Background: an optimization exercise with open tools, aiming at small area, a short achievable clock period and few clock cycles per item. Do not read the settings as production practice.
Only simulation tests tie the RTL to the original design; equivalence was not proved.
Power is estimated from default activity; no workload was simulated.

==> design/flow/run.sh <==
#!/bin/bash
# synth_recipe.tcl (not shown) runs the flow's synth.tcl, then flattens the netlist and writes it again
# the make line also repeats each setting of config.mk as NAME=value (left out here)
make -C /OpenROAD-flow-scripts/flow DESIGN_CONFIG=/design/flow/config.mk WORK_HOME=/design/flow/orfs CLKGATE_MAP_FILE= SYNTH_SCRIPT=/design/flow/synth_recipe.tcl finish
==> design/flow/config.mk <==
export PLATFORM = sky130hd
export DESIGN_NAME = tc_lzw_enc
export DESIGN_NICKNAME = tc_lzw_enc
export VERILOG_FILES = /design/flow/design.v
export SDC_FILE = /design/flow/constraint.sdc
export NUM_CORES = 4
export LEC_CHECK = 0
export CAP_MARGIN = 20
export CORE_MARGIN = 2
export CORE_UTILIZATION = 40
export SLEW_MARGIN = 20
export SYNTH_MEMORY_MAX_BITS = 16384
==> design/flow/constraint.sdc <==
create_clock -name core_clock -period 10.0 [get_ports {clk}]
set_input_delay 2.0000 -clock core_clock [delete_from_list [all_inputs] [get_ports {clk}]]
set_output_delay 2.0000 -clock core_clock [all_outputs]
set_load 0.01 [all_outputs]
==> design/flow/design.v <==
module tc_lzw_enc (
    input  wire        clk,
    input  wire        rst,         
    input  wire        in_valid,
    output wire        in_ready,
    input  wire [6:0]  in_sym,
    input  wire        in_last,
    output wire        out_valid,
    input  wire        out_ready,
    output wire [15:0] out_code,
    output wire        out_last
);
    localparam integer NENT = 256;           
    reg         ib_v;                        
    reg  [6:0]  ib_sym;
    reg         ib_last;
    reg         wv;                          
    reg  [8:0]  wc;                          
    reg  [8:0]  count;                       
    reg  [1:0]  occ;                         
    reg  [8:0]  h_code, t_code;              
    reg         h_last, t_last;
    wire fire = ib_v && (ib_last ? (occ == 2'd0) : (occ != 2'd2));
    assign in_ready  = !ib_v || fire;
    assign out_valid = (occ != 2'd0);
    assign out_code  = {7'd0, h_code};
    assign out_last  = h_last;
    reg  [15:0] ent [0:NENT-1];
    wire [255:0] hitv;
    wire [3:0] chi = count[7:4];
    wire [3:0] clo = count[3:0];
    wire [15:0] hi_gt, hi_eq, lo_gt;
    genvar g;
    generate
        for (g = 0; g < 16; g = g + 1) begin : g_cmp
            assign hi_gt[g] = count[8] | (chi > g);
            assign hi_eq[g] = (chi == g);
            assign lo_gt[g] = (clo > g);
        end
        for (g = 0; g < NENT; g = g + 1) begin : g_ent
            always @(posedge clk)
                if (count == g)
                    ent[g] <= {wc, ib_sym};
            assign hitv[g] = (hi_gt[g/16] | (hi_eq[g/16] & lo_gt[g%16])) &&
                             (ent[g] == {wc, ib_sym});
        end
    endgenerate
    reg [7:0] hidx;
    integer k;
    always @* begin
        hidx = 8'd0;
        for (k = 0; k < NENT; k = k + 1)
            if (hitv[k]) hidx = hidx | k[7:0];
    end
    wire hit = |hitv;
    reg        npush0, npush1;               
    reg [9:0]  d0, d1;                       
    always @* begin
        npush0 = 1'b0; npush1 = 1'b0;
        d0 = {1'b0, wc};
        d1 = {1'b1, 2'b00, ib_sym};
        if (fire) begin
            if (!wv) begin
                npush0 = ib_last;
                d0 = {1'b1, 2'b00, ib_sym};
            end else if (hit) begin
                npush0 = ib_last;
                d0 = {1'b1, 1'b1, hidx};
            end else begin
                npush0 = 1'b1;
                npush1 = ib_last;
            end
        end
    end
    wire       pop = (occ != 2'd0) && out_ready;
    wire [1:0] rem = occ - {1'b0, pop};
    always @(posedge clk) begin
        if (rst) begin
            ib_v  <= 1'b0;
            wv    <= 1'b0;
            count <= 9'd0;
            occ   <= 2'd0;
        end else begin
            if (in_valid && in_ready) begin
                ib_v    <= 1'b1;
                ib_sym  <= in_sym;
                ib_last <= in_last;
            end else if (fire) begin
                ib_v    <= 1'b0;
            end
            if (fire) begin
                if (!wv) begin
                    wc    <= {2'b00, ib_sym};
                    count <= 9'd0;
                    wv    <= !ib_last;
                end else begin
                    if (hit) begin
                        wc <= {1'b1, hidx};
                    end else begin
                        wc <= {2'b00, ib_sym};
                        if (count != NENT)
                            count <= count + 9'd1;
                    end
                    if (ib_last) begin
                        wv    <= 1'b0;
                        count <= 9'd0;
                    end
                end
            end
            occ <= rem + {1'b0, npush0} + {1'b0, npush1};
            case (rem)
                2'd0: begin
                    {h_last, h_code} <= d0;
                    {t_last, t_code} <= d1;
                end
                2'd1: begin
                    if (pop) {h_last, h_code} <= {t_last, t_code};
                    {t_last, t_code} <= d0;
                end
                default: ;
            endcase
        end
    end
endmodule
==> flow_metrics.py, run 1 <==
metrics = {
    "outcome": {
        "status": "complete, no violations",
    },
    "final_layout": {
        "regArea_sq_mm": 0.124,
        "mostFrequentLayoutCells": "edfxtp_1 (4133), xor2_1 (3187), xnor2_1 (911), nor4_1 (844), clkbuf_16 (432)",
        "drive_gt1_frac": 0.102,
        "fillers": 39200,
        "fin_nets": 12000,
        "multiInputGateArea_sq_mm": 0.0525,
        "layout_commonest_cell": "edfxtp_1",
        "syn2layout_area_growth_pct": 11.7,
    },
    "floorplanning": {
        "fp-row-count": 247,
        "floorplan.die.width_microns": 677,
        "core-area_sq_mm": 0.452,
        "io_pins": 31,
        "die_h_microns": 677,
        "die_area_sq_mm": 0.459,
        "start_util": 0.401,
    },
    "clock_network": {
        "cts_buffers": 429,
        "path_clk_slew_ps": 60,
        "clockBufferDepth": 4,
        "clk-insertion-delay-late_ps": 1020,
        "ctsResizeCount": 0,
        "cts_tree": "done",
        "clock-root-buffer": "clkbuf_16",
        "clock-sinks": 4146,
        "holdBufCountCts": 0,
        "post_cts_buffers": 0,
        "cts-htree-levels": 5,
    },
    "sta": {
        "finalMaxSlewViolations": 0,
        "setup_tns_ps": 0,
        "hold_viol": 0,
        "slew_headroom": 0.117,
        "setup_viol": 0,
        "period_share": 0.722,
        "tightest_slew_ps": 1310,
        "fin_crit_ps": 7220,
        "holdWs_ps": 548,
        "max_freq_ghz": 0.139,
        "rsz0062_at_grt": "no",
        "fin_worst_skew_ps": 86.1,
    },
    "synth": {
        "postSynthCellCount": 11600,
        "async_flop_share": 0,
        "yosys_warnings": 2,
        "synth.yosys.seq_area_share": 0.686,
        "syn_area_sq_mm": 0.181,
        "yosysUniqueCellTypes": 100,
        "synth_ff_type": "edfxtp_1",
        "synth_edf_count": 4133,
        "postSynthAreaPerCell_sq_um": 15.6,
        "ys_ff_latch": 4146,
    },
    "place": {
        "finalWeightedCongestion": 1.01,
        "placement.io_buffers": 23,
        "hpwl_microns": 318000,
    },
    "power_and_ir_drop": {
        "swShare": 0.224,
        "combinationalPowerShare": 0.057,
        "p_sw_w": 0.00823,
        "intPower_w": 0.0286,
        "power.density_mw_per_mm2": 182,
        "seqPwrFrac": 0.524,
        "p_leak_nw": 65.0,
        "power_frac_clock": 0.419,
        "worst_ir_drop_vdd_uv": 172,
    },
    "critical_path": {
        "cp-start-kind": "register",
        "worstSetupEndpointType": "register",
        "path_max_fanout": 12,
        "path_class": "reg2reg",
        "worst-r2r-setup-slack_ps": 2780,
        "worst-r2r-cell-count": 13,
        "cpPeakStageDelay_ps": 1140,
        "path_cells": "inv_1 -> ha_1 -> o21bai_4 -> and2_1 -> a21oi_1 -> o32ai_1 -> nor4_1 -> nand4_1 -> nor4_1 -> nor3b_1 -> a21oi_1 -> a22o_1 -> mux2_2",
        "cpMaxStageDelayCell": "a21oi_1",
        "cp_data_required_time_ps": 10760,
        "arrival_ps": 7980,
    },
    "routing": {
        "drc_errors": 0,
        "routed_wl_microns": 515000,
        "routed_via_density": 5.41,
        "firstDrtPassIters": 7,
        "wl_per_cell_microns": 28.2,
        "vias": 99000,
        "final_antenna_net_count": 0,
        "drtIter0Drc": 10800,
    },
    "global_routing": {
        "grt_max_degree": 99,
        "grt_use_met2": 0.337,
        "met1_usage": 0.299,
        "gr-usage-all-layers": 0.219,
        "grt_pass1_wl_microns": 734000,
        "busiest_layer": "met2",
        "first_global_vias": 98000,
        "globalRouteMet3Util": 0.0497,
        "globalRouteOverflowTotal": 0,
        "antenna_found_initial": 29,
    },
    "min_path": {
        "holdPathStages": 2,
        "hp-class": "reg2reg",
    },
    "job": {
        "max_cap_viol_count": 0,
    },
}
-- power groups by stage --
| stage | clock network (W) | registers [W] | logic, W |
|---|---|---|---|
| global route | 0.0164 | 0.0193 | 0.00226 |
| finish | 0.0154 | 0.0193 | 0.00210 |
| CTS | 0.0157 | 0.0193 | 0.00212 |
| detailed placement | 0 | 0.0196 | 0.00211 |
| global placement | 0 | 0.0196 | 0.00207 |
| floorplan | 0 | 0.0198 | 0.00136 |
-- synthesized netlist by cell type (5+ instances only) --
cell type,count,share of area
a211oi_1,7,0.00029
a21o_1,17,0.00070
a21oi_1,155,0.0043
a2bb2oi_1,5,0.00024
a31oi_1,21,0.00072
a32oi_1,8,0.00039
and2_1,13,0.00045
and3_1,10,0.00034
and4_1,6,0.00029
buf_12,8,0.00088
buf_2,37,0.0010
buf_4,158,0.0065
buf_6,250,0.016
buf_8,38,0.0031
clkbuf_1,87,0.0018
dfxtp_1,13,0.0014
edfxtp_1,4133,0.68
ha_1,7,0.00048
inv_1,11,0.00023
mux2_2,12,0.00075
nand2_1,281,0.0058
nand2b_1,9,0.00031
nand3_1,80,0.0022
nand3b_1,10,0.00041
nand4_1,331,0.011
nand4b_1,9,0.00043
nor2_1,424,0.0088
nor3_1,125,0.0034
nor3b_1,5,0.00021
nor4_1,872,0.030
nor4bb_1,5,0.00028
o2111ai_1,9,0.00043
o211ai_1,15,0.00062
o21ai_0,73,0.0020
o22ai_1,34,0.0012
o31a_1,5,0.00024
o31ai_1,6,0.00025
o32a_1,6,0.00033
o32ai_1,60,0.0029
or2_2,6,0.00021
or3_1,27,0.00093
or4_1,23,0.00095
xnor2_1,911,0.044
xor2_1,3187,0.15
-- stage by stage --
stage | util | std cells | worst slack (ps) | total power, W | cell area, sq um
after global placement | 0.417 | 17500 | 3090 | 0.0217 | 188000
final | 0.448 | 18300 | 2780 | 0.0368 | 203000
after global routing | 0.448 | 18300 | 3070 | 0.0379 | 203000
after floorplan | - | 11600 | 2900 | 0.0212 | 181000
after detailed placement | 0.418 | 17500 | 3370 | 0.0218 | 189000
after CTS | 0.448 | 18300 | 3360 | 0.0371 | 202000
-- final cells by class --
class,instances,area share
sequential,4146,0.614
multi-input combinational,6866,0.259
timing repair buffer,487,0.0233
antenna,19,0.000235
inverter,13,0.000241
clock buffer,549,0.0555
tap,5976,0.0369
clock inverter,236,0.0109
-- worst paths after layout --
check,start,to
worst max-delay path,count[1],h_code[6]
worst min-delay path,t_last,h_last
worst max register to register,count[1],h_code[6]
worst min register to register,t_last,h_last
-- cell families (layout without fill, tap and decap cells) --
family / Yosys count / count (layout) / synth area share
other: 1 / 26 / 0.0000207
buffers and inverters: 596 / 1285 / 0.0293
multiplexers: 16 / 16 / 0.000986
AND/OR/NAND/NOR: 2271 / 2271 / 0.0687
adder cells (fa/ha/maj): 8 / 8 / 0.000593
flip-flops: 4146 / 4146 / 0.686
AO/OA/AOI/OAI: 466 / 466 / 0.0168
XOR/XNOR: 4098 / 4098 / 0.198
-- routing by layer --
metal / share of wire / wire (microns) / vias to the layer above
met1: 0.42 / 217000 / 51000
met4: 0.049 / 25100 / 8
met3: 0.082 / 42300 / 999
li1: - / - / 43300
met5: 0.00011 / 59 / -
met2: 0.45 / 231000 / 3772
-- registers in the layout, indices dropped and copies added (netlist names), 2 cells and up --
register	count
ent	4096
count	9
h_code	9
t_code	9
wc	9
ib_sym	7
occ	2
-- worst max-delay path, delay by kind of cell (launching register included) --
| kind | cells | cell delay (ps) |
|---|---|---|
| compound gates | 5 | 2210 |
| buf+inv | 1 | 180 |
| mux | 1 | 270 |
| flops | 1 | 400 |
| simple gates | 5 | 3210 |
| fa+ha+maj | 1 | 650 |
Testbench counts, summed over its fixed seeds: cycles 33,198, bytes 33,138.
==> inputs of run 2 (changes only) <==
==> design/flow/design.v (replaced) <==
module tc_lzw_enc (
    input  wire        clk,
    input  wire        rst,         
    input  wire        in_valid,
    output wire        in_ready,
    input  wire [6:0]  in_sym,
    input  wire        in_last,
    output wire        out_valid,
    input  wire        out_ready,
    output wire [15:0] out_code,
    output wire        out_last
);
    localparam integer NENT = 256;           
    reg         ib_v;                        
    reg  [6:0]  ib_sym;
    reg         ib_last;
    reg         wv;                          
    reg  [8:0]  wc;                          
    reg  [8:0]  count;                       
    reg         hv, tv;                      
    reg  [8:0]  h_code, t_code;              
    reg         h_last, t_last;
    wire fire = ib_v && (ib_last ? !hv : !tv);
    assign in_ready  = !ib_v || fire;
    assign out_valid = hv;
    assign out_code  = {7'd0, h_code};
    assign out_last  = h_last;
    reg  [15:0] ent [0:NENT-1];
    wire [255:0] hitv;
    reg  [15:0] vhi_gt, vhi_eq, vlo_gt;
    wire [8:0]  count_inc = count + 9'd1;
    reg  [15:0] nhi_gt, nhi_eq, nlo_gt;
    integer     m;
    always @* begin
        for (m = 0; m < 16; m = m + 1) begin
            nhi_gt[m] = count_inc[8] | (count_inc[7:4] > m);
            nhi_eq[m] = !count_inc[8] & (count_inc[7:4] == m);
            nlo_gt[m] = (count_inc[3:0] > m);
        end
    end
    genvar g;
    generate
        for (g = 0; g < NENT; g = g + 1) begin : g_ent
            always @(posedge clk)
                if (count == g)
                    ent[g] <= {wc, ib_sym};
            assign hitv[g] = (vhi_gt[g/16] | (vhi_eq[g/16] & vlo_gt[g%16])) &&
                             (ent[g] == {wc, ib_sym});
        end
    endgenerate
    reg [7:0] hidx;
    integer k;
    always @* begin
        hidx = 8'd0;
        for (k = 0; k < NENT; k = k + 1)
            if (hitv[k]) hidx = hidx | k[7:0];
    end
    wire hit = |hitv;
    reg        npush0, npush1;               
    reg [9:0]  d0, d1;                       
    always @* begin
        npush0 = 1'b0; npush1 = 1'b0;
        d0 = {1'b0, wc};
        d1 = {1'b1, 2'b00, ib_sym};
        if (fire) begin
            if (!wv) begin
                npush0 = ib_last;
                d0 = {1'b1, 2'b00, ib_sym};
            end else if (hit) begin
                npush0 = ib_last;
                d0 = {1'b1, 1'b1, hidx};
            end else begin
                npush0 = 1'b1;
                npush1 = ib_last;
            end
        end
    end
    wire       pop = hv && out_ready;
    wire       rh  = pop ? tv : hv;
    wire       rt  = !pop && tv;
    always @(posedge clk) begin
        if (rst) begin
            ib_v   <= 1'b0;
            wv     <= 1'b0;
            count  <= 9'd0;
            vhi_gt <= 16'd0;
            vhi_eq <= 16'd1;
            vlo_gt <= 16'd0;
            hv     <= 1'b0;
            tv     <= 1'b0;
        end else begin
            if (in_valid && in_ready) begin
                ib_v    <= 1'b1;
                ib_sym  <= in_sym;
                ib_last <= in_last;
            end else if (fire) begin
                ib_v    <= 1'b0;
            end
            if (fire) begin
                if (!wv) begin
                    wc    <= {2'b00, ib_sym};
                    count  <= 9'd0;
                    vhi_gt <= 16'd0;
                    vhi_eq <= 16'd1;
                    vlo_gt <= 16'd0;
                    wv     <= !ib_last;
                end else begin
                    if (hit) begin
                        wc <= {1'b1, hidx};
                    end else begin
                        wc <= {2'b00, ib_sym};
                        if (count != NENT) begin
                            count  <= count_inc;
                            vhi_gt <= nhi_gt;
                            vhi_eq <= nhi_eq;
                            vlo_gt <= nlo_gt;
                        end
                    end
                    if (ib_last) begin
                        wv     <= 1'b0;
                        count  <= 9'd0;
                        vhi_gt <= 16'd0;
                        vhi_eq <= 16'd1;
                        vlo_gt <= 16'd0;
                    end
                end
            end
            hv <= rh || npush0;
            tv <= rt || (rh && npush0) || npush1;
            if (!rh) begin
                {h_last, h_code} <= d0;
                {t_last, t_code} <= d1;
            end else begin
                if (pop) {h_last, h_code} <= {t_last, t_code};
                if (!rt) {t_last, t_code} <= d0;
            end
        end
    end
endmodule
--- a/design/flow/config.mk
+++ b/design/flow/config.mk
@@ -7,6 +7,7 @@
 export LEC_CHECK = 0
 export CAP_MARGIN = 20
 export CORE_MARGIN = 2
-export CORE_UTILIZATION = 40
+export CORE_UTILIZATION = 55
+export SETUP_SLACK_MARGIN = 5
 export SLEW_MARGIN = 20
 export SYNTH_MEMORY_MAX_BITS = 16384
==> run 2 against run 1 <==
Compared with the run above: still clean on timing, DRC and antenna; largest cell class unchanged; clock power rose by 6%; count of clock-buffer cells in the layout fell by 21; flip-flop and latch count up 45.
==> flow_metrics.py, run 2 <==
metrics = {
    "floorplanning": {
        "floorplan.die.width_microns": 583,
        "core-area_sq_mm": 0.334,
        "start_util": 0.553,
        "fp-row-count": 212,
        "io_pins": 31,
        "die_area_sq_mm": 0.340,
        "die_h_microns": 583,
    },
    "power_and_ir_drop": {
        "worst_ir_drop_vdd_uv": 153,
        "power.density_mw_per_mm2": 178,
        "p_leak_nw": 67.1,
        "totalPowerFinal_w": 0.0369,
    },
    "sta": {
        "fin_worst_skew_ps": 42.1,
        "tightest_slew_ps": 1360,
        "fin_crit_ps": 5100,
        "finalMaxSlewViolations": 0,
        "setup_viol": 0,
        "hold_viol": 0,
        "setup_tns_ps": 0,
        "setup_slack_ps": 4900,
        "rsz0062_at_grt": "yes",
        "max_freq_ghz": 0.196,
        "period_share": 0.510,
        "holdWs_ps": 487,
        "slew_headroom": 0.0878,
    },
    "place": {
        "placement.io_buffers": 23,
        "pre_cts_slack_ps": 3020,
        "finalWeightedCongestion": 0.928,
        "hpwl_microns": 320000,
    },
    "clock_network": {
        "clk-insertion-delay-late_ps": 1000,
        "holdBufCountCts": 0,
        "clock-sinks": 4191,
        "cts_tree": "done",
        "clockBufferDepth": 4,
        "cts_buffers": 442,
        "clock-root-buffer": "clkbuf_16",
        "path_clk_slew_ps": 70,
        "cts-htree-levels": 5,
    },
    "critical_path": {
        "worstSetupEndpointType": "register",
        "r2r_start": "ib_sym[1]",
        "worst-r2r-cell-count": 14,
        "path_max_fanout": 45,
        "cp-start-kind": "register",
        "path_class": "reg2reg",
        "cp_data_required_time_ps": 10840,
        "arrival_ps": 5940,
        "worst-r2r-setup-slack_ps": 4900,
        "r2r_end": "h_code[1]",
    },
    "global_routing": {
        "antenna_found_initial": 45,
        "grt_max_degree": 105,
        "gr-usage-all-layers": 0.314,
        "grt_pass1_wl_microns": 760000,
        "first_global_vias": 101000,
        "globalRouteOverflowTotal": 0,
    },
    "job": {
        "max_cap_viol_count": 0,
    },
    "final_layout": {
        "fin_nets": 12600,
        "syn2layout_area_growth_pct": 12.2,
        "layout_commonest_cell": "edfxtp_1",
        "drive_gt1_frac": 0.115,
        "reg.largest.list": "ent (4096), vhi_eq (16), vhi_gt (16)",
        "largest_register_ffs": 4096,
        "regMostFlops": "ent",
        "mostFrequentLayoutCells": "edfxtp_1 (4133), xor2_1 (2973), xnor2_1 (1126), nor4_1 (670), clkbuf_16 (474)",
    },
    "synth": {
        "postSynthCellCount": 12100,
        "ys_ff_latch": 4191,
        "postSynthAreaPerCell_sq_um": 15.3,
        "synth.yosys.seq_area_share": 0.679,
        "yosys.area.top_type": "edfxtp_1",
        "synth_top_area_share": 0.673,
        "async_flop_share": 0,
        "synth_ff_type": "edfxtp_1",
        "yosys_warnings": 2,
        "synth_top_cells_by_area": "edfxtp_1 (67%), xor2_1 (14%), xnor2_1 (5.4%)",
        "synth_edf_count": 4133,
        "syn_area_sq_mm": 0.184,
        "yosysUniqueCellTypes": 79,
        "yosys-top-cells-count": "edfxtp_1 (4133), xor2_1 (2973), xnor2_1 (1128), nor4_1 (710), nor2_1 (431)",
        "yosysMostFrequentCell": "edfxtp_1",
    },
    "routing": {
        "drtIter0Drc": 11900,
        "final_antenna_net_count": 0,
        "drc_errors": 0,
        "wl_per_cell_microns": 32.2,
        "firstDrtPassIters": 8,
        "routed_via_density": 6.06,
        "routed_wl_microns": 557000,
        "vias": 105000,
    },
    "min_path": {
        "hp-class": "reg2reg",
        "holdPathStages": 2,
        "min_delay_worst_endpoint": "vhi_gt[13]",
        "hp-start": "vhi_gt[13]",
    },
    "outcome": {
        "status": "complete, no violations",
    },
}
[run 2: what timing repair did]
item / 4_1_cts / 5_1_grt
pin swaps: 8 / 9
setup buffers: 43 / 4
hold endpoints to repair: 0 / 0
gates cloned: 12 / 25
endpoints found under the setup margin: 86 / 68
gates resized for setup: 117 / 103
[run 2: logic make-up (layout without fill, tap and decap cells)]
kind of cell	Yosys count	count (layout)	share of synthesized area
compound gates	548	549	0.0186
xor+xnor	4101	4101	0.195
fa+ha+maj	6	6	0.000407
buf+inv	658	1492	0.0321
flops	4191	4191	0.679
mux	5	5	0.000292
other cells	1	16	0.0000203
simple gates	2577	2577	0.0747
[run 2: worst max path at each step]
stage | start | end | slack [ps] | depth (start not counted)
final | ib_sym[1] | h_code[1] | 4900 | 14
after CTS | ib_sym[0] | t_code[4] | 4910 | 13
after floorplan | wc[2] | vlo_gt[0] | 3370 | 17
after detailed placement | wc[5] | t_code[4] | 3020 | 13
after global routing | ib_sym[1] | vhi_eq[10] | 4950 | 15
after global placement | wc[1] | t_code[4] | 2410 | 13
[run 2: metal layers]
metal  vias to the layer above  share of wire  wire length, microns  global-route usage
li1                      45100              -                     -                   -
met1                     54400           0.42                234000               0.450
met2                      4590           0.45                250000               0.478
met3                       969          0.087                 48300              0.0540
met4                        18          0.046                 25400               0.128
met5                         -        0.00023                   126                   0
[run 2: area by class of cell]
class | count | area, sq um
Timing Repair Buffer | 639 | 7180
Inverter | 30 | 115
Tap cell | 4387 | 5490
Clock inverter | 295 | 2860
Clock buffer | 528 | 11500
Fill cell | 24700 | 127000
Sequential cell | 4191 | 125000
Multi-Input combinational cell | 7245 | 54500
Antenna cell | 9 | 22.5
[run 2: critical path, stage by stage (launching register included)]
cell,delay (ps)
edfxtp_1,340
buf_4,190
buf_12,330
buf_8,330
xor2_1,110
nor4_1,570
nand4_1,220
o22ai_1,800
or3_1,380
nor4_2,130
nand3_1,370
nor4_1,120
a41oi_1,560
o21ai_1,160
a21oi_1,180
[run 2: where the power goes]
part / leakage, nW / switching, W / internal (W)
registers: 37.7 / 0.0000162 / 0.0192
logic: 22.4 / 0.000871 / 0.000404
clock network: 7.01 / 0.00691 / 0.00949
[run 2: through the flow]
| step | area (sq um) | utilization | std cells |
|---|---|---|---|
| floorplan | 185000 | - | 12100 |
| global placement | 190000 | 0.568 | 16400 |
| detailed placement | 190000 | 0.570 | 16400 |
| CTS | 206000 | 0.617 | 17300 |
| global route | 207000 | 0.620 | 17300 |
| finish | 207000 | 0.620 | 17300 |
Testbench counts of run 2, summed over its fixed seeds: cycles 33,198, bytes 33,138.
==> inputs of run 3 (changes only) <==
==> design/flow/design.v (replaced) <==
module tc_lzw_enc (
    input  wire        clk,
    input  wire        rst,         
    input  wire        in_valid,
    output wire        in_ready,
    input  wire [6:0]  in_sym,
    input  wire        in_last,
    output wire        out_valid,
    input  wire        out_ready,
    output wire [15:0] out_code,
    output wire        out_last
);
    localparam integer NENT = 256;           
    reg         ib_v;                        
    reg  [6:0]  ib_sym;
    reg         ib_last;
    reg         wv;                          
    reg  [8:0]  wc;                          
    wire [15:0] key = {wc, ib_sym};          
    reg         hv, tv;                      
    reg  [8:0]  h_code, t_code;              
    reg         h_last, t_last;
    wire fire = ib_v && (ib_last ? !hv : !tv);
    assign in_ready  = !ib_v || fire;
    assign out_valid = hv;
    assign out_code  = {7'd0, h_code};
    assign out_last  = h_last;
    reg  [8:0]  acnt;                        
    reg         pv;                          
    reg  [15:0] pkey;
    reg         full;                        
    reg  [15:0] ent [0:NENT-1];
    wire [255:0] hitv;
    reg  [15:0] vhi_gt, vhi_eq, vlo_gt;
    wire [8:0]  acnt_inc = acnt + 9'd1;
    reg  [15:0] nhi_gt, nhi_eq, nlo_gt;
    integer     m;
    always @* begin
        for (m = 0; m < 16; m = m + 1) begin
            nhi_gt[m] = acnt_inc[8] | (acnt_inc[7:4] > m);
            nhi_eq[m] = !acnt_inc[8] & (acnt_inc[7:4] == m);
            nlo_gt[m] = (acnt_inc[3:0] > m);
        end
    end
    genvar g;
    generate
        for (g = 0; g < NENT; g = g + 1) begin : g_ent
            always @(posedge clk)
                if (acnt == g)
                    ent[g] <= pkey;
            assign hitv[g] = (vhi_gt[g/16] | (vhi_eq[g/16] & vlo_gt[g%16])) &&
                             (ent[g] == key);
        end
    endgenerate
    wire phit = pv && (pkey == key);
    reg [7:0] hidx;
    integer k;
    always @* begin
        hidx = phit ? acnt[7:0] : 8'd0;
        for (k = 0; k < NENT; k = k + 1)
            if (hitv[k]) hidx = hidx | k[7:0];
    end
    wire hit = phit || (|hitv);
    reg        npush0, npush1;               
    reg [9:0]  d0, d1;                       
    always @* begin
        npush0 = 1'b0; npush1 = 1'b0;
        d0 = {1'b0, wc};
        d1 = {1'b1, 2'b00, ib_sym};
        if (fire) begin
            if (!wv) begin
                npush0 = ib_last;
                d0 = {1'b1, 2'b00, ib_sym};
            end else if (hit) begin
                npush0 = ib_last;
                d0 = {1'b1, 1'b1, hidx};
            end else begin
                npush0 = 1'b1;
                npush1 = ib_last;
            end
        end
    end
    wire learn = fire && wv && !ib_last && !hit && !full;
    wire clear = fire && (!wv || ib_last);   
    wire       pop = hv && out_ready;
    wire       rh  = pop ? tv : hv;
    wire       rt  = !pop && tv;
    always @(posedge clk) begin
        if (rst) begin
            ib_v   <= 1'b0;
            wv     <= 1'b0;
            acnt   <= 9'd0;
            pv     <= 1'b0;
            full   <= 1'b0;
            vhi_gt <= 16'd0;
            vhi_eq <= 16'd1;
            vlo_gt <= 16'd0;
            hv     <= 1'b0;
            tv     <= 1'b0;
        end else begin
            if (in_valid && in_ready) begin
                ib_v    <= 1'b1;
                ib_sym  <= in_sym;
                ib_last <= in_last;
            end else if (fire) begin
                ib_v    <= 1'b0;
            end
            if (fire) begin
                if (!wv || !hit)
                    wc <= {2'b00, ib_sym};
                else
                    wc <= {1'b1, hidx};
                wv <= !ib_last;
            end
            if (clear) begin
                acnt   <= 9'd0;
                pv     <= 1'b0;
                full   <= 1'b0;
                vhi_gt <= 16'd0;
                vhi_eq <= 16'd1;
                vlo_gt <= 16'd0;
            end else begin
                if (pv) begin
                    acnt   <= acnt_inc;
                    vhi_gt <= nhi_gt;
                    vhi_eq <= nhi_eq;
                    vlo_gt <= nlo_gt;
                end
                pv <= learn;
                if (learn) begin
                    pkey <= key;
                    full <= (acnt + {8'd0, pv} == 9'd255);
                end
            end
            hv <= rh || npush0;
            tv <= rt || (rh && npush0) || npush1;
            if (!rh) begin
                {h_last, h_code} <= d0;
                {t_last, t_code} <= d1;
            end else begin
                if (pop) {h_last, h_code} <= {t_last, t_code};
                if (!rt) {t_last, t_code} <= d0;
            end
        end
    end
endmodule
==> run 3 against run 2 <==
Compared with the run above: highest routed layer unchanged; cell count shrank 2.1%; wire length grew 16%; synthesized cell count shrank 2.4%; global-route usage grew 6.3 points; still clean; via count grew 3.9%; count of clock-buffer cells in the layout grew 31; critical path depth shrank 1; clock skew grew 15 ps; setup slack lost 190 ps.
==> flow_metrics.py, run 3 <==
metrics = {
    "outcome": {
        "status": "complete, no violations",
    },
    "sta": {
        "fin_crit_ps": 5290,
        "slew_headroom": 0.0984,
        "setup_viol": 0,
        "period_share": 0.529,
        "fin_worst_skew_ps": 56.6,
        "setup_slack_ps": 4710,
        "tightest_slew_ps": 1350,
        "setup_tns_ps": 0,
        "max_freq_ghz": 0.189,
        "rsz0062_at_grt": "no",
        "hold_viol": 0,
        "finalMaxSlewViolations": 0,
    },
    "clock_network": {
        "clock-sinks": 4209,
        "holdBufCountCts": 0,
        "clock-root-buffer": "clkbuf_16",
        "cts_tree": "done",
        "cts-htree-levels": 5,
        "path_clk_slew_ps": 60,
        "clk-insertion-delay-late_ps": 1010,
        "cts_buffers": 442,
        "clockBufferDepth": 4,
    },
    "synth": {
        "yosys_warnings": 2,
        "postSynthAreaPerCell_sq_um": 15.5,
        "synth_ff_type": "edfxtp_1",
        "ys_ff_latch": 4209,
        "synth_top_area_share": 0.683,
        "yosys-top-cells-count": "edfxtp_1 (4149), xor2_1 (3165), xnor2_1 (961), nor4_1 (750), nor2_1 (557)",
        "yosysMostFrequentCell": "edfxtp_1",
        "yosys.area.top_type": "edfxtp_1",
        "async_flop_share": 0,
        "syn_area_sq_mm": 0.182,
        "yosysUniqueCellTypes": 67,
        "synth.yosys.seq_area_share": 0.690,
        "postSynthCellCount": 11800,
        "synth_edf_count": 4149,
        "synth_top_cells_by_area": "edfxtp_1 (68%), xor2_1 (15%), xnor2_1 (4.6%)",
    },
    "critical_path": {
        "cpPeakStageDelay_ps": 900,
        "r2r_end": "t_code[2]",
        "crit_family": "simple AND/OR/NAND/NOR gates",
        "path_max_fanout": 15,
        "crit_top_cell": "nand4b_1",
        "cp_data_required_time_ps": 10750,
        "cp-start-kind": "register",
        "cpMaxStageDelayCell": "nand4b_1",
        "path_depth": 13,
        "path_cells": "buf_6 -> buf_16 -> xor2_1 -> nor4_1 -> nand4_1 -> o22ai_1 -> nor2_2 -> nand4b_1 -> nand4b_1 -> nor3_1 -> nand2_1 -> o21ai_2 -> a31oi_1",
        "worstSetupEndpointType": "register",
        "crit_start": "ib_sym[4]",
        "endpoint": "t_code[2]",
        "worst-path-buf-inv": 2,
        "worst-r2r-setup-slack_ps": 4710,
        "arrival_ps": 6040,
        "worst-r2r-cell-count": 13,
        "path_class": "reg2reg",
        "r2r_start": "ib_sym[4]",
    },
    "place": {
        "finalWeightedCongestion": 0.914,
        "hpwl_microns": 329000,
        "pre_cts_slack_ps": 3420,
        "placement.io_buffers": 23,
    },
    "routing": {
        "routed_wl_microns": 646000,
        "routed_via_density": 6.44,
        "vias": 109000,
        "drc_errors": 0,
        "firstDrtPassIters": 9,
        "final_antenna_net_count": 0,
        "wl_per_cell_microns": 38.1,
        "drtIter0Drc": 16300,
    },
    "final_layout": {
        "largest_register_ffs": 4096,
        "regMostFlops": "ent",
        "mostFrequentLayoutCells": "edfxtp_1 (4149), xor2_1 (3165), xnor2_1 (961), nor4_1 (722), clkbuf_16 (458)",
        "fin_nets": 12200,
        "layout_commonest_cell": "edfxtp_1",
        "drive_gt1_frac": 0.112,
        "syn2layout_area_growth_pct": 12.1,
    },
    "power_and_ir_drop": {
        "worst_ir_drop_vdd_uv": 198,
        "intPower_w": 0.0287,
        "p_leak_nw": 66.8,
        "combinationalPowerShare": 0.032,
        "power.density_mw_per_mm2": 178,
        "p_sw_w": 0.00776,
        "seqPwrFrac": 0.525,
        "swShare": 0.213,
        "power_frac_clock": 0.443,
    },
    "global_routing": {
        "grt_pass1_wl_microns": 869000,
        "antenna_found_initial": 44,
        "gr-usage-all-layers": 0.377,
        "first_global_vias": 104000,
        "grt_max_degree": 121,
        "globalRouteOverflowTotal": 0,
    },
    "floorplanning": {
        "core-area_sq_mm": 0.330,
        "die_h_microns": 580,
        "fp-row-count": 211,
        "die_area_sq_mm": 0.336,
        "start_util": 0.552,
        "io_pins": 31,
        "floorplan.die.width_microns": 580,
    },
    "job": {
        "max_cap_viol_count": 0,
    },
    "min_path": {
        "hp-class": "reg2reg",
    },
}
-- run 3: changes by cell type after synthesis, moves of 48 or more --
cell     delta
or3_1      -63
buf_4     +104
xnor2_1   -167
nor2_1    +126
nand3_1   -112
nand4_1    +59
nand2_1   -146
o22ai_1    +48
buf_6      -67
nor3_1    -121
xor2_1    +192
-- run 3: layer usage --
layer  up-vias  track usage  wire, microns
met3      1381       0.0783          71000
li1      43800            -              -
met1     57000        0.515         247000
met2      6966        0.583         292000
met4        24        0.174          35700
met5         -            0            165
-- run 3: how the worst min path moves through the flow --
| stage | cells after the start | slack, ps | to | from |
|---|---|---|---|---|
| 3_5_place_dp | 2 | 460 | vhi_eq[8] | vhi_eq[8] |
| 5_1_grt | 2 | 500 | vhi_eq[8] | vhi_eq[8] |
| 2_1_floorplan | 0 | 430 | pkey[0] | ib_sym[0] |
| 3_3_place_gp | 2 | 460 | vhi_eq[8] | vhi_eq[8] |
| 4_1_cts | 2 | 470 | vhi_eq[8] | vhi_eq[8] |
| 6_report | 2 | 490 | vhi_eq[8] | vhi_eq[8] |
-- run 3: metrics by stage --
step | power [W] | area [sq um] | util | std cells | hold WS [ps]
6_report | 0.0364 | 204000 | 0.619 | 17000 | 486
5_1_grt | 0.0372 | 204000 | 0.619 | 16900 | 502
4_1_cts | 0.0365 | 204000 | 0.618 | 16900 | 466
3_5_place_dp | 0.0205 | 188000 | 0.569 | 16000 | 457
3_3_place_gp | 0.0205 | 188000 | 0.568 | 16000 | 460
2_1_floorplan | 0.0202 | 182000 | - | 11800 | 428
-- run 3: what timing repair did --
action / CTS / global route
pin swaps: 8 / 6
resized for setup: 150 / 19
endpoints found under the hold margin: 0 / 0
endpoints found under the setup margin: 49 / 28
gates cloned: 26 / 4
setup buffers: 38 / 5
-- run 3: cell type report --
| type | count | area [sq um] |
|---|---|---|
| tap | 4366 | 5460 |
| clock inverter | 257 | 2170 |
| timing repair buffer | 576 | 6640 |
| antenna | 37 | 92.6 |
| inverter | 17 | 63.8 |
| clock buffer | 559 | 11800 |
| multi-input combinational | 6938 | 52400 |
| sequential | 4209 | 126000 |
| fill | 24500 | 126000 |
-- run 3: logic make-up (layout without fill, tap and decap cells) --
family | after synthesis | after routing | share of synthesized area
xor+xnor | 4126 | 4126 | 0.198
simple gates | 2267 | 2267 | 0.0658
mux | 9 | 9 | 0.000535
buf+inv | 650 | 1409 | 0.0288
compound gates | 521 | 521 | 0.0165
fa+ha+maj | 8 | 8 | 0.000549
flops | 4209 | 4209 | 0.690
other cells | 1 | 44 | 0.0000206
-- run 3: worst min-delay path: stages (launching register included) --
cell and delay, ps:
dfxtp_1 310, nand2_1 70, a21oi_1 60
-- run 3: power groups by stage --
stage | sequential, W | clock, W | combinational [W]
6_report | 0.0191 | 0.0161 | 0.00115
5_1_grt | 0.0191 | 0.0169 | 0.00119
4_1_cts | 0.0191 | 0.0162 | 0.00112
3_5_place_dp | 0.0195 | 0 | 0.00103
3_3_place_gp | 0.0195 | 0 | 0.00101
2_1_floorplan | 0.0195 | 0 | 0.000741
Testbench counts of run 3, summed over its fixed seeds: cycles 33,198, bytes 33,138.
==> inputs of run 4 (changes only) <==
--- a/design/flow/design.v
+++ b/design/flow/design.v
@@ -14,14 +14,27 @@
     reg         ib_v;                        
     reg  [6:0]  ib_sym;
     reg         ib_last;
+    reg         sk_v;                        
+    reg  [6:0]  sk_sym;
+    reg         sk_last;
     reg         wv;                          
     reg  [8:0]  wc;                          
     wire [15:0] key = {wc, ib_sym};          
+    function [15:0] QMASK(input integer q);
+        QMASK = (q == 1) ? 16'hffff : (q == 2) ? 16'h5555 : (q == 3) ? 16'haaaa : 16'h0000;
+    endfunction
+    reg  [8:0]  wcq  [1:3];
+    reg  [6:0]  ibq  [1:3];
+    wire [15:0] keyq [0:3];
+    assign keyq[0] = key;
+    assign keyq[1] = {wcq[1], ibq[1]};
+    assign keyq[2] = {wcq[2], ibq[2]};
+    assign keyq[3] = {wcq[3], ibq[3]};
     reg         hv, tv;                      
     reg  [8:0]  h_code, t_code;              
     reg         h_last, t_last;
     wire fire = ib_v && (ib_last ? !hv : !tv);
-    assign in_ready  = !ib_v || fire;
+    assign in_ready  = !sk_v;
     assign out_valid = hv;
     assign out_code  = {7'd0, h_code};
     assign out_last  = h_last;
@@ -47,9 +60,9 @@
         for (g = 0; g < NENT; g = g + 1) begin : g_ent
             always @(posedge clk)
                 if (acnt == g)
-                    ent[g] <= pkey;
+                    ent[g] <= pkey ^ QMASK(g / 64);
             assign hitv[g] = (vhi_gt[g/16] | (vhi_eq[g/16] & vlo_gt[g%16])) &&
-                             (ent[g] == key);
+                             (ent[g] == keyq[g / 64]);
         end
     endgenerate
     wire phit = pv && (pkey == key);
@@ -82,12 +95,17 @@
     end
     wire learn = fire && wv && !ib_last && !hit && !full;
     wire clear = fire && (!wv || ib_last);   
+    integer    qi;
+    wire [8:0] nwc = (!wv || !hit) ? {2'b00, ib_sym} : {1'b1, hidx};
+    wire       ib_load = sk_v ? fire : (in_valid && (!ib_v || fire));
+    wire [6:0] ib_src  = sk_v ? sk_sym : in_sym;
     wire       pop = hv && out_ready;
     wire       rh  = pop ? tv : hv;
     wire       rt  = !pop && tv;
     always @(posedge clk) begin
         if (rst) begin
             ib_v   <= 1'b0;
+            sk_v   <= 1'b0;
             wv     <= 1'b0;
             acnt   <= 9'd0;
             pv     <= 1'b0;
@@ -98,18 +116,26 @@
             hv     <= 1'b0;
             tv     <= 1'b0;
         end else begin
-            if (in_valid && in_ready) begin
+            if (sk_v) begin
+                if (fire) sk_v <= 1'b0;
+            end else if (in_valid && ib_v && !fire) begin
+                sk_v    <= 1'b1;
+                sk_sym  <= in_sym;
+                sk_last <= in_last;
+            end
+            if (ib_load) begin
                 ib_v    <= 1'b1;
-                ib_sym  <= in_sym;
-                ib_last <= in_last;
+                ib_sym  <= ib_src;
+                ib_last <= sk_v ? sk_last : in_last;
+                for (qi = 1; qi < 4; qi = qi + 1)
+                    ibq[qi] <= ib_src ^ QMASK(qi);
             end else if (fire) begin
                 ib_v    <= 1'b0;
             end
             if (fire) begin
-                if (!wv || !hit)
-                    wc <= {2'b00, ib_sym};
-                else
-                    wc <= {1'b1, hidx};
+                wc <= nwc;
+                for (qi = 1; qi < 4; qi = qi + 1)
+                    wcq[qi] <= nwc ^ (QMASK(qi) >> 7);
                 wv <= !ib_last;
             end
             if (clear) begin
==> run 4 against run 3 <==
Compared with the run above: wire length grew 3.2%; cell count grew 4.2%; flip-flop and latch count grew 25; register-to-register slack gained 230 ps; total power shrank 0.86%; still clean; hold slack is essentially flat; final area grew 1.7%.
==> flow_metrics.py, run 4 <==
metrics = {
    "sta": {
        "fin_worst_skew_ps": 44.7,
        "rsz0062_at_grt": "no",
        "setup_viol": 0,
        "tightest_slew_ps": 1390,
        "setup_slack_ps": 4940,
        "finalMaxSlewViolations": 0,
        "hold_viol": 0,
        "setup_tns_ps": 0,
        "fin_crit_ps": 5060,
        "period_share": 0.506,
        "slew_headroom": 0.0586,
        "max_freq_ghz": 0.198,
    },
    "synth": {
        "synth_top_cells_by_area": "edfxtp_1 (67%), xor2_1 (14%), xnor2_1 (5.2%)",
        "postSynthAreaPerCell_sq_um": 15.1,
        "async_flop_share": 0,
        "yosysUniqueCellTypes": 84,
        "synth_edf_count": 4173,
        "postSynthCellCount": 12300,
        "yosys.area.top_type": "edfxtp_1",
        "synth.yosys.seq_area_share": 0.681,
        "yosys_warnings": 4,
        "synth_ff_type": "edfxtp_1",
        "yosys-top-cells-count": "edfxtp_1 (4173), xor2_1 (3020), xnor2_1 (1108), nor4_1 (718), nor2_1 (510)",
        "syn_area_sq_mm": 0.186,
        "synth_top_area_share": 0.674,
        "ys_ff_latch": 4234,
        "yosysMostFrequentCell": "edfxtp_1",
    },
    "critical_path": {
        "cpPeakStageDelay_ps": 910,
        "path_cells": "clkbuf_16 -> buf_4 -> xor2_1 -> nor4_1 -> nand4_1 -> o22ai_1 -> nor4_2 -> nand4_1 -> nor4_1 -> nand4_1 -> a21oi_2 -> inv_2 -> o221a_2",
        "r2r_start": "ibq[3][2]",
        "worst-r2r-cell-count": 13,
        "worstSetupEndpointType": "register",
        "path_class": "reg2reg",
        "cp_data_required_time_ps": 10750,
        "worst-r2r-setup-slack_ps": 4940,
        "crit_top_cell": "nand4_1",
        "r2r_end": "t_code[2]",
        "arrival_ps": 5810,
        "cp-start-kind": "register",
        "cpMaxStageDelayCell": "nor4_2",
        "path_max_fanout": 25,
    },
    "floorplanning": {
        "io_pins": 31,
        "floorplan.die.width_microns": 585,
        "start_util": 0.552,
        "die_h_microns": 585,
        "core-area_sq_mm": 0.337,
        "die_area_sq_mm": 0.343,
        "fp-row-count": 213,
    },
    "place": {
        "placement.io_buffers": 23,
        "finalWeightedCongestion": 0.963,
        "pre_cts_slack_ps": 4040,
        "hpwl_microns": 363000,
    },
    "routing": {
        "dr_wl_met3_microns": 77500,
        "wl_per_cell_microns": 37.7,
        "routed_via_density": 6.40,
        "firstDrtPassIters": 7,
        "vias": 113000,
        "drc_errors": 0,
        "m1WireLength_microns": 253000,
        "drtIter0Drc": 17100,
        "wl_met2_microns": 298000,
        "routed_wl_microns": 666000,
        "top_layer": "met5",
        "final_antenna_net_count": 0,
    },
    "final_layout": {
        "regMostFlops": "ent",
        "syn2layout_area_growth_pct": 11.8,
        "fin_nets": 12800,
        "largest_register_ffs": 4096,
        "layout_commonest_cell": "edfxtp_1",
        "mostFrequentLayoutCells": "edfxtp_1 (4173), xor2_1 (3020), xnor2_1 (1108), nor4_1 (681), clkbuf_16 (471)",
        "drive_gt1_frac": 0.113,
    },
    "outcome": {
        "status": "complete, no violations",
    },
    "power_and_ir_drop": {
        "worst_ir_drop_vdd_uv": 181,
        "totalPowerFinal_w": 0.0361,
        "power.density_mw_per_mm2": 174,
        "p_leak_nw": 66.7,
    },
    "min_path": {
        "hp-class": "reg2reg",
        "min_delay_worst_endpoint": "vhi_eq[11]",
        "holdPathStages": 2,
        "hp-start": "vhi_eq[11]",
    },
    "global_routing": {
        "gr-usage-all-layers": 0.380,
        "globalRouteOverflowTotal": 0,
        "first_global_vias": 107000,
        "antenna_found_initial": 71,
        "grt_pass1_wl_microns": 889000,
        "grt_max_degree": 130,
    },
    "clock_network": {
        "clock-root-buffer": "clkbuf_16",
        "cts_tree": "done",
        "cts_buffers": 447,
        "clk-insertion-delay-late_ps": 1020,
        "path_clk_slew_ps": 70,
        "clockBufferDepth": 4,
        "cts-htree-levels": 5,
        "holdBufCountCts": 0,
        "clock-sinks": 4234,
    },
    "job": {
        "max_cap_viol_count": 0,
    },
}
[run 4: how the worst max path moves through the flow]
stage          cells after the start        end      start
4_1_cts                           14      wc[2]  ibq[3][3]
5_1_grt                           15  t_code[2]  ibq[3][3]
3_3_place_gp                      13      wc[2]  ibq[2][3]
6_report                          13  t_code[2]  ibq[3][2]
2_1_floorplan                      8    pkey[0]   pkey[15]
3_5_place_dp                      13      wc[2]  wcq[1][5]
[run 4: logic make-up (layout without fill, tap and decap cells)]
group,count (synthesis),after routing,synth area share
flops,4234,4234,0.681
xor+xnor,4128,4128,0.194
simple gates,2677,2677,0.0759
buf+inv,707,1478,0.0281
compound gates,572,572,0.0196
mux,14,14,0.000787
fa+ha+maj,8,8,0.000538
other cells,1,52,0.0000202
[run 4: layout make-up]
| cell class | count | area, sq um |
|---|---|---|
| Multi-Input combinational cell | 7406 | 55700 |
| Clock inverter | 221 | 1500 |
| Antenna cell | 45 | 113 |
| Tap cell | 4515 | 5650 |
| Inverter | 72 | 353 |
| Sequential cell | 4234 | 127000 |
| Timing Repair Buffer | 605 | 6010 |
| Clock buffer | 580 | 12000 |
| Fill cell | 25100 | 129000 |
[run 4: metrics by stage]
stage / hold slack [ps] / instance area [sq um] / util / cells
floorplan: 421 / 186000 / - / 12300
global placement: 461 / 192000 / 0.570 / 16800
detailed placement: 474 / 193000 / 0.572 / 16800
CTS: 483 / 207000 / 0.615 / 17600
global route: 517 / 208000 / 0.617 / 17700
finish: 486 / 208000 / 0.618 / 17700
[run 4: worst max-delay path, delay by kind of cell, from the launching register on]
kind	cells	cell delay, ps
simple gates	6	2220
buf+inv	3	910
compound gates	3	880
flops	1	430
xor+xnor	1	190
[run 4: per-layer routing]
layer,global-route usage,vias up
met5,0,-
met3,0.0789,1401
met4,0.181,22
met1,0.521,58700
li1,-,45900
met2,0.581,7055
[run 4: power breakdown]
group	leakage (nW)	switching (W)	internal, W
Clock	6.61	0.00687	0.00885
Combinational	22.1	0.000769	0.000361
Sequential	38.0	0.0000279	0.0192
Total	66.7	0.00767	0.0284
[run 4: what timing repair did]
| item | in CTS | in global routing |
|---|---|---|
| endpoints found under the setup margin | 58 | 47 |
| resized for setup | 97 | 71 |
| gates cloned | 7 | 13 |
| buffers inserted | 16 | 22 |
| pin swaps | 6 | 5 |
Testbench counts of run 4, summed over its fixed seeds: cycles 33,198, bytes 33,138.
==> inputs of run 5 (changes only) <==
==> design/flow/flow/run.sh (new file) <==
#!/bin/bash
set -euo pipefail
bash standard.sh SETUP_SLACK_MARGIN=6.5 finish > standard_flow.log 2>&1
==> design/flow/standard.sh (new file) <==
#!/bin/bash
# synth_recipe.tcl (not shown) runs the flow's synth.tcl, then flattens the netlist and writes it again
# the make line also repeats each setting of config.mk as NAME=value (left out here)
make -C /OpenROAD-flow-scripts/flow DESIGN_CONFIG=/design/flow/config.mk WORK_HOME=/design/flow/orfs CLKGATE_MAP_FILE= SYNTH_SCRIPT=/design/flow/synth_recipe.tcl "${@:-finish}"
--- a/design/flow/config.mk
+++ b/design/flow/config.mk
@@ -8,6 +8,5 @@
 export CAP_MARGIN = 20
 export CORE_MARGIN = 2
 export CORE_UTILIZATION = 55
-export SETUP_SLACK_MARGIN = 5
 export SLEW_MARGIN = 20
 export SYNTH_MEMORY_MAX_BITS = 16384
removed: design/flow/run.sh
==> run 5 against run 4 <==
Compared with the run above: utilization grew 3.2 points; total power grew 3.5%; global-route usage grew 3.8 points; critical path depth grew 2; count of clock-buffer cells in the layout shrank 41; critical path type unchanged.
==> flow_metrics.py, run 5 <==
metrics = {
    "routing": {
        "wl_per_cell_microns": 40.1,
        "routed_via_density": 6.58,
        "firstDrtPassIters": 8,
        "final_antenna_net_count": 0,
        "routed_wl_microns": 724000,
        "drc_errors": 0,
        "vias": 119000,
        "drtIter0Drc": 17400,
    },
    "clock_network": {
        "clock-root-buffer": "clkbuf_16",
        "cts-htree-levels": 5,
        "clk-insertion-delay-late_ps": 1010,
        "path_clk_slew_ps": 60,
        "cts_buffers": 444,
        "cts_tree": "done",
        "clockBufferDepth": 4,
        "clock-sinks": 4234,
    },
    "power_and_ir_drop": {
        "seqPwrFrac": 0.515,
        "p_leak_nw": 71.6,
        "totalPowerFinal_w": 0.0374,
        "power.density_mw_per_mm2": 171,
        "worst_ir_drop_vdd_uv": 158,
        "p_sw_w": 0.00801,
        "combinationalPowerShare": 0.039,
        "swShare": 0.214,
        "intPower_w": 0.0293,
        "power_frac_clock": 0.446,
    },
    "synth": {
        "syn_area_sq_mm": 0.186,
        "yosys-top-cells-count": "edfxtp_1 (4173), xor2_1 (3020), xnor2_1 (1108), nor4_1 (718), nor2_1 (510)",
        "synth.yosys.seq_area_share": 0.681,
        "synth_edf_count": 4173,
        "synth_top_cells_by_area": "edfxtp_1 (67%), xor2_1 (14%), xnor2_1 (5.2%)",
        "async_flop_share": 0,
        "yosys.area.top_type": "edfxtp_1",
        "postSynthAreaPerCell_sq_um": 15.1,
        "ys_ff_latch": 4234,
        "yosys_warnings": 4,
        "yosysUniqueCellTypes": 84,
        "postSynthCellCount": 12300,
        "synth_ff_type": "edfxtp_1",
        "yosysMostFrequentCell": "edfxtp_1",
        "synth_top_area_share": 0.674,
    },
    "final_layout": {
        "mostFrequentLayoutCells": "edfxtp_1 (4173), xor2_1 (3013), xnor2_1 (1103), nor4_1 (608), buf_4 (564)",
        "regMostFlops": "ent",
        "multiInputGateArea_sq_mm": 0.0583,
        "fin_nets": 13100,
        "regArea_sq_mm": 0.127,
        "syn2layout_area_growth_pct": 17.6,
        "drive_gt1_frac": 0.159,
        "largest_register_ffs": 4096,
        "layout_commonest_cell": "edfxtp_1",
        "fillers": 24000,
    },
    "critical_path": {
        "worst-r2r-cell-count": 15,
        "worstSetupEndpointType": "register",
        "crit_top_cell": "buf_4",
        "cp_data_required_time_ps": 10770,
        "path_max_fanout": 27,
        "worst-r2r-setup-slack_ps": 5690,
        "cp-start-kind": "register",
        "cpMaxStageDelayCell": "nor3_2",
        "arrival_ps": 5080,
        "r2r_end": "t_code[2]",
        "path_cells": "buf_4 -> buf_4 -> buf_16 -> xor2_1 -> nor4_1 -> nand3_1 -> o22ai_2 -> nor3_2 -> nand4_1 -> nor4_4 -> nand4_1 -> buf_4 -> a21oi_4 -> inv_4 -> o221a_2",
        "r2r_start": "ibq[2][6]",
        "cpPeakStageDelay_ps": 550,
        "path_class": "reg2reg",
    },
    "sta": {
        "finalMaxSlewViolations": 0,
        "slew_headroom": 0.188,
        "setup_viol": 0,
        "tightest_slew_ps": 1210,
        "max_freq_ghz": 0.232,
        "fin_worst_skew_ps": 40.7,
        "rsz0062_at_grt": "yes",
        "period_share": 0.431,
        "hold_viol": 0,
        "fin_crit_ps": 4310,
        "setup_tns_ps": 0,
    },
    "floorplanning": {
        "floorplan.die.width_microns": 585,
        "core-area_sq_mm": 0.337,
        "die_area_sq_mm": 0.343,
        "io_pins": 31,
        "fp-row-count": 213,
        "start_util": 0.552,
        "die_h_microns": 585,
    },
    "global_routing": {
        "antenna_found_initial": 61,
        "grt_pass1_wl_microns": 962000,
        "gr-usage-all-layers": 0.418,
        "first_global_vias": 111000,
        "globalRouteOverflowTotal": 0,
        "grt_max_degree": 130,
    },
    "min_path": {
        "holdPathStages": 2,
        "hp-class": "reg2reg",
        "hp-start": "vhi_eq[11]",
        "min_delay_worst_endpoint": "vhi_eq[11]",
    },
    "outcome": {
        "status": "complete, no violations",
    },
    "place": {
        "hpwl_microns": 358000,
        "finalWeightedCongestion": 0.975,
        "placement.io_buffers": 23,
    },
    "job": {
        "max_cap_viol_count": 0,
    },
}
## run 5: final cells by class
type,count,area share
clock buffers,539,0.0535
flip-flops and latches,4234,0.579
diodes,50,0.000572
inverters,72,0.00163
clock inverters,272,0.0122
well taps,4515,0.0258
repair buffers,959,0.0605
multi-input cells,7406,0.267
## run 5: logic make-up (layout without fill, tap and decap cells)
logic type | count (synthesis) | count (layout) | share of synthesized area
xor gates and xnor gates | 4128 | 4128 | 0.194
buffers and inverters | 707 | 1842 | 0.0281
DFF | 4234 | 4234 | 0.681
adders and majority gates | 8 | 8 | 0.000538
other | 1 | 57 | 0.0000202
and+or+nand+nor | 2677 | 2677 | 0.0759
AOI/OAI and AO/OA | 572 | 572 | 0.0196
muxes | 14 | 14 | 0.000787
## run 5: metal layers
layer,global-route usage,part of all wire,vias to the layer above,wire length (microns)
met5,0,0.00023,-,167
met4,0.253,0.073,20,52800
met3,0.116,0.13,1906,95700
met2,0.612,0.43,8716,313000
met1,0.557,0.36,61300,263000
li1,-,-,46800,-
## run 5: through the flow
stage	setup slack (ps)	cell area [sq um]	hold WS (ps)	util	cells
after floorplan	5910	186000	421	-	12300
after global placement	3520	192000	458	0.569	16700
final	5690	219000	475	0.649	18000
after global routing	5770	219000	503	0.649	18000
after detailed placement	3890	192000	462	0.572	16800
after CTS	5940	217000	472	0.645	17900
## run 5: critical path: cells and delay by family, from the launching register on
family          cells  cell delay (ps)
simple gates        6             1740
flops               1              420
compound gates      3              650
buf+inv             5             1020
xor+xnor            1              180
## run 5: worst max-delay path by stage
stage	start	to	slack (ps)	depth (start not counted)
floorplan	pkey[12]	ent[100][12]	5910	1
finish	ibq[2][6]	t_code[2]	5690	15
CTS	ibq[3][3]	wc[4]	5940	17
global route	ibq[3][3]	t_code[0]	5770	18
global placement	ibq[3][3]	h_code[4]	3520	15
detailed placement	ibq[3][3]	wc[2]	3890	13
## run 5: what timing repair did
action	CTS	global route
setup endpoints to repair	2594	728
hold buffers	0	0
pin swaps	75	53
resized for setup	870	125
setup buffers	265	48
gates cloned	120	1
## run 5: power by group through the flow
stage / Clock, W / Combinational, W / Sequential (W)
detailed placement: 0 / 0.00104 / 0.0196
CTS: 0.0167 / 0.00139 / 0.0193
finish: 0.0167 / 0.00145 / 0.0193
global route: 0.0173 / 0.00147 / 0.0192
global placement: 0 / 0.00103 / 0.0196
floorplan: 0 / 0.000750 / 0.0196
==> inputs of run 6 (changes only) <==
--- a/design/flow/design.v
+++ b/design/flow/design.v
@@ -18,6 +18,7 @@
     reg  [6:0]  sk_sym;
     reg         sk_last;
     reg         wv;                          
+    reg         fl;                          
     reg  [8:0]  wc;                          
     wire [15:0] key = {wc, ib_sym};          
     function [15:0] QMASK(input integer q);
@@ -33,14 +34,14 @@
     reg         hv, tv;                      
     reg  [8:0]  h_code, t_code;              
     reg         h_last, t_last;
-    wire fire = ib_v && (ib_last ? !hv : !tv);
+    wire fire = ib_v && !fl && (ib_last ? !hv : !tv);
     assign in_ready  = !sk_v;
     assign out_valid = hv;
     assign out_code  = {7'd0, h_code};
     assign out_last  = h_last;
     reg  [8:0]  acnt;                        
     reg         pv;                          
-    reg  [15:0] pkey;
+    reg  [15:0] pkey;                        
     reg         full;                        
     reg  [15:0] ent [0:NENT-1];
     wire [255:0] hitv;
@@ -74,25 +75,11 @@
             if (hitv[k]) hidx = hidx | k[7:0];
     end
     wire hit = phit || (|hitv);
-    reg        npush0, npush1;               
-    reg [9:0]  d0, d1;                       
-    always @* begin
-        npush0 = 1'b0; npush1 = 1'b0;
-        d0 = {1'b0, wc};
-        d1 = {1'b1, 2'b00, ib_sym};
-        if (fire) begin
-            if (!wv) begin
-                npush0 = ib_last;
-                d0 = {1'b1, 2'b00, ib_sym};
-            end else if (hit) begin
-                npush0 = ib_last;
-                d0 = {1'b1, 1'b1, hidx};
-            end else begin
-                npush0 = 1'b1;
-                npush1 = ib_last;
-            end
-        end
-    end
+    wire       flush  = fl && !tv;           
+    wire       npush0 = flush || (fire && (wv ? !hit : ib_last));
+    wire       npush1 = fire && wv && !hit && ib_last;
+    wire [9:0] d0     = (fl || wv) ? {fl, wc} : {1'b1, 2'b00, ib_sym};    
+    wire [9:0] d1     = {1'b1, 2'b00, ib_sym};
     wire learn = fire && wv && !ib_last && !hit && !full;
     wire clear = fire && (!wv || ib_last);   
     integer    qi;
@@ -102,11 +89,14 @@
     wire       pop = hv && out_ready;
     wire       rh  = pop ? tv : hv;
     wire       rt  = !pop && tv;
+    always @(posedge clk)
+        pkey <= key;
     always @(posedge clk) begin
         if (rst) begin
             ib_v   <= 1'b0;
             sk_v   <= 1'b0;
             wv     <= 1'b0;
+            fl     <= 1'b0;
             acnt   <= 9'd0;
             pv     <= 1'b0;
             full   <= 1'b0;
@@ -138,6 +128,10 @@
                     wcq[qi] <= nwc ^ (QMASK(qi) >> 7);
                 wv <= !ib_last;
             end
+            if (fire)
+                fl <= wv && hit && ib_last;
+            else if (flush)
+                fl <= 1'b0;
             if (clear) begin
                 acnt   <= 9'd0;
                 pv     <= 1'b0;
@@ -153,10 +147,8 @@
                     vlo_gt <= nlo_gt;
                 end
                 pv <= learn;
-                if (learn) begin
-                    pkey <= key;
+                if (learn)
                     full <= (acnt + {8'd0, pv} == 9'd255);
-                end
             end
             hv <= rh || npush0;
             tv <= rt || (rh && npush0) || npush1;
--- a/design/flow/config.mk
+++ b/design/flow/config.mk
@@ -7,6 +7,6 @@
 export LEC_CHECK = 0
 export CAP_MARGIN = 20
 export CORE_MARGIN = 2
-export CORE_UTILIZATION = 55
+export CORE_UTILIZATION = 65
 export SLEW_MARGIN = 20
 export SYNTH_MEMORY_MAX_BITS = 16384
==> run 6 against run 5 <==
Compared with the run above: combinational power increased by 52%; sequential power about the same; total power decreased by 0.13%; setup slack improved by 100 ps; area after synthesis decreased by 2.2%; via count decreased by 0.86%; first-iteration DRC count increased by 26%; critical path depth decreased by 3; non-clock buffer count increased by 111; final area decreased by 2.2%; die area decreased by 17%; critical endpoint is now wcq[2][0]; largest power group unchanged.
==> flow_metrics.py, run 6 <==
metrics = {
    "clock_network": {
        "clock-root-buffer": "clkbuf_16",
        "cts_tree": "done",
        "clockBufferDepth": 4,
        "cts_buffers": 419,
        "clk-insertion-delay-late_ps": 1020,
        "cts-htree-levels": 5,
        "holdBufCountCts": 0,
        "path_clk_slew_ps": 70,
        "clock-sinks": 4235,
    },
    "final_layout": {
        "regMostFlops": "ent",
        "design_area_sq_mm": 0.214,
        "drive_gt1_frac": 0.170,
        "layout_commonest_cell": "edfxtp_1",
        "fin_nets": 12600,
        "syn2layout_area_growth_pct": 17.6,
        "layout.cells.non_filler": 16700,
        "mostFrequentLayoutCells": "edfxtp_1 (4157), xor2_1 (3185), xnor2_1 (925), nor4_1 (656), buf_4 (628)",
        "largest_register_ffs": 4096,
    },
    "power_and_ir_drop": {
        "p_leak_nw": 71.2,
        "intPower_w": 0.0289,
        "worst_ir_drop_vdd_uv": 162,
        "power.density_mw_per_mm2": 175,
        "p_sw_w": 0.00840,
        "seqPwrFrac": 0.523,
        "combinationalPowerShare": 0.059,
        "swShare": 0.225,
        "power_frac_clock": 0.418,
    },
    "job": {
        "max_cap_viol_count": 0,
    },
    "place": {
        "dpl_cell_area_sq_mm": 0.187,
        "dp.cells": 15300,
        "hpwl_microns": 305000,
        "placement.io_buffers": 23,
        "finalWeightedCongestion": 0.976,
    },
    "sta": {
        "finalMaxSlewViolations": 0,
        "rsz0062_at_grt": "yes",
        "slew_headroom": 0.153,
        "fin_worst_skew_ps": 68.9,
        "fin_crit_ps": 4210,
        "max_freq_ghz": 0.238,
        "period_share": 0.421,
        "tightest_slew_ps": 1270,
        "setup_viol": 0,
        "setup_tns_ps": 0,
        "hold_viol": 0,
    },
    "critical_path": {
        "path_max_fanout": 19,
        "cp_data_required_time_ps": 10770,
        "cp-start-kind": "register",
        "path_class": "reg2reg",
        "worstSetupEndpointType": "register",
        "worst-r2r-cell-count": 12,
        "arrival_ps": 4980,
    },
    "synth": {
        "muxShareOfSynthArea": 0.00203,
        "synth_xor_area_frac": 0.199,
        "yosys-top-cells-count": "edfxtp_1 (4157), xor2_1 (3199), xnor2_1 (925), nor4_1 (801), nor2_1 (529)",
        "synth_compound_area_frac": 0.0145,
        "synth.yosys.seq_area_share": 0.695,
        "synth_edf_count": 4157,
        "ys_ff_latch": 4235,
        "synth_ff_type": "edfxtp_1",
        "yosysUniqueCellTypes": 70,
        "postSynthAreaPerCell_sq_um": 15.5,
        "yosys_warnings": 4,
        "async_flop_share": 0,
        "synth_top_family_by_area": "XOR/XNOR gates",
        "yosys.area.top_type": "edfxtp_1",
        "synth_top_area_share": 0.686,
        "synth_top_cells_by_area": "edfxtp_1 (69%), xor2_1 (15%), xnor2_1 (4.5%)",
        "synthSimpleGateAreaFrac": 0.0656,
        "synthAdderAreaFrac": 0.000550,
        "yosysMostFrequentCell": "edfxtp_1",
        "syn_area_sq_mm": 0.182,
        "postSynthCellCount": 11700,
    },
    "floorplanning": {
        "die_area_sq_mm": 0.284,
        "die_h_microns": 533,
        "start_util": 0.652,
        "core-area_sq_mm": 0.279,
        "fp-row-count": 194,
        "io_pins": 31,
        "floorplan.die.width_microns": 533,
    },
    "routing": {
        "drtIter0Drc": 22000,
        "final_antenna_net_count": 0,
        "firstDrtPassIters": 13,
        "wl_per_cell_microns": 41.2,
        "routed_wl_microns": 689000,
        "drc_errors": 0,
        "vias": 118000,
        "routed_via_density": 7.03,
    },
    "global_routing": {
        "first_global_vias": 110000,
        "grt_max_degree": 129,
        "grt_pass1_wl_microns": 916000,
        "gr-usage-all-layers": 0.477,
        "antenna_found_initial": 55,
        "globalRouteOverflowTotal": 0,
    },
    "min_path": {
        "holdPathStages": 1,
        "hp-class": "reg2reg",
    },
    "outcome": {
        "status": "complete, no violations",
    },
}
==> run 6: changes by cell type after synthesis, moves of 21 or more <==
cell / change
or3_1: -53
nand3_1: -100
nand4_1: +33
buf_6: -122
nand3b_1: -26
buf_4: +21
nand2_1: -241
xnor2_1: -183
xor2_1: +179
nor4_1: +83
buf_2: +114
o32ai_1: -54
nor3_1: -159
==> run 6: cell families (layout without fill, tap and decap cells) <==
kind of cell / count (synthesis) / in the layout
AO/OA/AOI/OAI: 453 / 453
XOR/XNOR: 4124 / 4124
adder cells (fa/ha/maj): 8 / 8
buffers and inverters: 688 / 1892
flip-flops: 4235 / 4235
multiplexers: 35 / 35
other: 1 / 63
AND/OR/NAND/NOR: 2201 / 2201
==> run 6: per-stage QoR <==
| step | power [W] | hold WS [ps] | setup slack [ps] | utilization |
|---|---|---|---|---|
| global placement | 0.0214 | 444 | 1940 | 0.669 |
| finish | 0.0373 | 479 | 5790 | 0.767 |
| floorplan | 0.0208 | 343 | 6570 | - |
| global route | 0.0378 | 490 | 5930 | 0.766 |
| CTS | 0.0370 | 458 | 6150 | 0.759 |
| detailed placement | 0.0214 | 445 | 4070 | 0.672 |
==> run 6: worst paths after layout <==
check,endpoint,startpoint,slack (ps)
worst max-delay path,wcq[2][0],wcq[2][6],5790
worst min-delay path,vhi_gt[7],vhi_gt[7],480
worst max register to register,wcq[2][0],wcq[2][6],5790
worst min register to register,vhi_gt[7],vhi_gt[7],480
==> run 6: timing repair <==
| item | CTS | global route |
|---|---|---|
| endpoints found under the setup margin | 2914 | 346 |
| gates resized for setup | 804 | 112 |
| setup buffers | 370 | 105 |
| gates cloned | 134 | 13 |
| pin swaps | 106 | 50 |
==> run 6: power by group through the flow <==
stage | combinational (W) | clock [W] | sequential [W]
after detailed placement | 0.00151 | 0 | 0.0199
after floorplan | 0.000891 | 0 | 0.0199
after CTS | 0.00204 | 0.0155 | 0.0195
final | 0.00220 | 0.0156 | 0.0195
after global routing | 0.00218 | 0.0162 | 0.0195
after global placement | 0.00149 | 0 | 0.0199
==> run 6: layer usage <==
layer | GRT usage | up-vias | part of all wire
li1 | - | 44700 | -
met1 | 0.622 | 59100 | 0.33
met2 | 0.676 | 11200 | 0.42
met3 | 0.172 | 2663 | 0.17
met4 | 0.314 | 48 | 0.081
met5 | 0.00316 | - | 0.00076
==> run 6: final cells by class <==
class | instances | area, sq um
Clock inverter | 242 | 2080
Clock buffer | 529 | 11200
Sequential cell | 4235 | 126000
Timing Repair Buffer | 1070 | 14500
Inverter | 51 | 274
Fill cell | 16100 | 65100
Tap cell | 3724 | 4660
Multi-Input combinational cell | 6828 | 54500
Antenna cell | 56 | 140
==> run 6: worst max-delay path: stages, from the launching register on <==
cell and delay (ps):
edfxtp_1 550, buf_4 300, buf_16 320, xor2_1 210
nor4_1 90, nand4_1 160, nor4_4 80, buf_4 190
nor4_1 780, nand2_1 440, nor4_4 360, nand4_1 170
mux2_4 300
Testbench counts of run 6, summed over its fixed seeds: cycles 33,229, bytes 33,138.

-- separate check: timing with driven ports --
Ports are ideal in the flow. The routed layouts listed here were re-timed in OpenROAD. Step 1: set_driving_cell puts a clkbuf_16 on clk and a buf_2 on each other input, an assumption about the parent block. Step 2 moves the port delays by t, midway between the first and last clock arrival at a register: inputs arrive t later, outputs are due t later. That takes back most of the time a late clock gives input paths. Slacks: ideal ports / drivers / drivers and shift; pairs: ideal ports / drivers.
run	shift t [ns]	setup slack, ns	latest minus earliest clock arrival (ns)	worst slew at a driven data input, ns	pins driven straight from the clock port
run 1	1.091	2.782 / 2.782 / 2.782	0.086 / 0.086	0.03	1
run 2	1.092	4.901 / 4.901 / 4.901	0.054 / 0.054	0.32	1
run 3	1.099	4.710 / 4.710 / 4.710	0.068 / 0.069	0.09	1
run 4	1.099	4.940 / 4.940 / 4.940	0.051 / 0.051	0.16	1
run 5	1.103	5.690 / 5.690 / 5.248	0.053 / 0.053	0.17	1
run 6	1.091	5.791 / 5.791 / 5.587	0.069 / 0.069	0.19	1
After both steps every run listed still meets setup and hold. For run 5, which loses most, drivers alone change the setup slack by 0.000 ns; drivers and shift together by -0.442 ns.
